Source: an optimization exercise on an open RTL-to-GDS flow (aim: small area, a short achievable clock period and few clock cycles per item). Production flows keep margins and buffers that such runs may drop. The RTL was checked by simulation tests, not by an equivalence proof against the original design. Power and IR drop assume default switching activity.

Design cbus_rx, start of the top module:
module cbus_rx (
    input  wire       clk,
    input  wire       rst,           
    input  wire       cfg_valid,
    input  wire [7:0] cfg_addr,
    input  wire       cfg_domain,    
    output wire       map_fault,
    input  wire       short_form,    
    input  wire       in_valid,
    input  wire [7:0] in_data,
    input  wire       in_last,
    output wire       in_ready,
    output wire       out_valid,
    input  wire       out_ready,
    output wire [2:0] out_type,
    output wire [7:0] out_ack_char,
    output wire       out_monitored,
    output wire       out_ok,
    output wire       out_domain,
    output wire [7:0] out_csum,
    output wire [5:0] out_len,
    output wire [3:0] out_nsubs,
    output wire [7:0] out_id,
    output wire [7:0] out_group,
    output wire [7:0] out_param,
    output wire       out_has_param
);
    localparam [7:0] CH_CR          = 8'h0D;
    localparam [7:0] CH_LF          = 8'h0A;
    localparam [7:0] CH_STX         = 8'h5C;
    localparam [7:0] CH_ACK         = 8'h2E;
    localparam [7:0] CH_NAK         = 8'h23;
    localparam [7:0] CH_NAK_CORRUPT = 8'h24;
    localparam [7:0] CH_NAK_NOCLOCK = 8'h25;
    localparam [7:0] CH_NAK_TOOLONG = 8'h27;
    localparam [2:0] T_ACK          = 3'd0;
  ...
export LEC_CHECK = 0
export CAP_MARGIN = 20
export CORE_MARGIN = 2
export CORE_UTILIZATION = 40
export SLEW_MARGIN = 20
create_clock -name core_clock -period 10.0 [get_ports {clk}]
standard.sh (not shown) runs the stock make flow with config.mk's settings and CLKGATE_MAP_FILE= SYNTH_SCRIPT=/design/flow/synth_recipe.tcl, a recipe that flattens the netlist after the stock synthesis.
==> flow/flow/run.sh <==
#!/bin/bash
# The standard layout (standard.sh: ORFS synthesis through final
# routing), with these changes to how the layout is made:
#  * ports are buffered with buf_4 instead of the resizer's default pick;
#  * the resizer may change a cell's footprint when it repairs timing;
#  * clock tree sinks are clustered in larger groups (fewer clock buffers).
# Make's full output goes to flow_make.log in this folder; each ORFS step
# keeps its own log under orfs/logs/.
set -euo pipefail
bash standard.sh SETUP_SLACK_MARGIN=6.3 \
    "BUFFER_PORTS_ARGS=-buffer_cell sky130_fd_sc_hd__buf_4" \
    MATCH_CELL_FOOTPRINT=0 \
    CTS_CLUSTER_SIZE=24 CTS_CLUSTER_DIAMETER=80 \
    finish > flow_make.log 2>&1
Testbench counts at the start, summed over its fixed seeds: cycles 55,274, chars 54,986.
Edit:
--- a/flow/flow/run.sh
+++ b/flow/flow/run.sh
@@ -10 +10 @@
-bash standard.sh SETUP_SLACK_MARGIN=6.3 \
+bash standard.sh SETUP_SLACK_MARGIN=6.8 \
CORE_UTILIZATION = 65   (was 40)
=> Worst hold slack stays flat. Cell area increases by 2.2%. Utilization increases by 30 points. Sequential share of layout area decreases by 1.1 points. Setup slack is worse by 0.045 ns. Via count increases by 6.1%. Total power decreases by 1.2%. Global-route usage increases by 15 points. Register-to-register slack is better by 0.22 ns. Sequential cell count stays the same. Area after synthesis is unchanged.
Edit:
--- a/flow/flow/run.sh
+++ b/flow/flow/run.sh
@@ -4 +4 @@
-#  * ports are buffered with buf_4 instead of the resizer's default pick;
+#  * ports are buffered with buf_2 instead of the resizer's default pick;
@@ -10,2 +10,2 @@
-bash standard.sh SETUP_SLACK_MARGIN=6.8 \
-    "BUFFER_PORTS_ARGS=-buffer_cell sky130_fd_sc_hd__buf_4" \
+bash standard.sh SETUP_SLACK_MARGIN=6.3 \
+    "BUFFER_PORTS_ARGS=-buffer_cell sky130_fd_sc_hd__buf_2" \
CAP_MARGIN = 5   (was 20)
CORE_UTILIZATION = 40   (was 65)
SLEW_MARGIN = 5   (was 20)
=> The new run finished with timing, DRC and antenna clean; area after synthesis does not change; power rises by 2.5%; core utilization falls by 30 points; synthesized cell count does not change; sequential cell count stays the same; routed wire length falls by 1.3%; worst setup slack hardly moves; clock skew barely changes; die area rises by 61%.
Edit:
CAP_MARGIN = 10   (was 5)
GPL_ROUTABILITY_DRIVEN = 0   (was unset)
SLEW_MARGIN = 10   (was 5)
=> Worst hold slack stays the same. Fmax is unchanged. Clock-buffer cell count stays the same. Combinational power barely changes. Final area is unchanged. Utilization is unchanged.
Edit:
--- a/flow/flow/run.sh
+++ b/flow/flow/run.sh
@@ -4 +4 @@
-#  * ports are buffered with buf_2 instead of the resizer's default pick;
+#  * ports are buffered with buf_4 instead of the resizer's default pick;
@@ -10,2 +10,2 @@
-bash standard.sh SETUP_SLACK_MARGIN=6.3 \
-    "BUFFER_PORTS_ARGS=-buffer_cell sky130_fd_sc_hd__buf_2" \
+bash standard.sh SETUP_SLACK_MARGIN=6.6 \
+    "BUFFER_PORTS_ARGS=-buffer_cell sky130_fd_sc_hd__buf_4" \
CAP_MARGIN = 20   (was 10)
CORE_UTILIZATION = 55   (was 40)
GPL_ROUTABILITY_DRIVEN = unset   (was 0)
SLEW_MARGIN = 20   (was 10)
Outcome: The new run completed with no timing, DRC or antenna violations; utilization increases by 18 points; sequential share of layout area decreases by 1.0 points; power decreases by about 0.9%; worst setup slack loses 0.0051 ns; wire length increases by 2.6%; synthesized cell count does not change.
Edit:
--- a/flow/flow/run.sh
+++ b/flow/flow/run.sh
@@ -10 +10 @@
-bash standard.sh SETUP_SLACK_MARGIN=6.6 \
+bash standard.sh SETUP_SLACK_MARGIN=6.0 \
CORE_UTILIZATION = 40   (was 55)
Effect: Area after synthesis is unchanged. Core utilization decreases by 19 points. Wire length decreases by about 3.5%. Count of clock-buffer cells in the layout is unchanged.

==> port drivers added, routing unchanged <==
How much do the figures lean on ideal ports? The routed layouts below were timed once more, with nothing changed but the port constraints. Step 1 (the two cells are an assumption about what drives the block):
set clk [get_ports {clk}]
set_driving_cell -lib_cell sky130_fd_sc_hd__clkbuf_16 $clk
set_driving_cell -lib_cell sky130_fd_sc_hd__buf_2 [delete_from_list [all_inputs] $clk]
Step 2 also shifts input and output timing later by t, the mid clock arrival at the registers, as if the neighbouring blocks saw the same clock. Three values: ideal, step 1, step 2; two values: the first two.
run	t (ns)	setup slack, ns	worst data-port slew with drivers (ns)	pins driven straight from the clock port
the first run	0.720	6.202 / 6.218 / 5.513	0.14	1
the second run	0.693	6.156 / 6.165 / 5.493	0.13	1
the third run	0.714	6.158 / 6.195 / 5.481	0.15	1
the fourth run	0.714	6.158 / 6.195 / 5.481	0.15	1
the fifth run	0.704	6.153 / 6.118 / 5.464	0.14	1
the sixth run	0.706	6.053 / 6.044 / 5.399	0.14	1
After both steps every run listed still meets setup and hold.
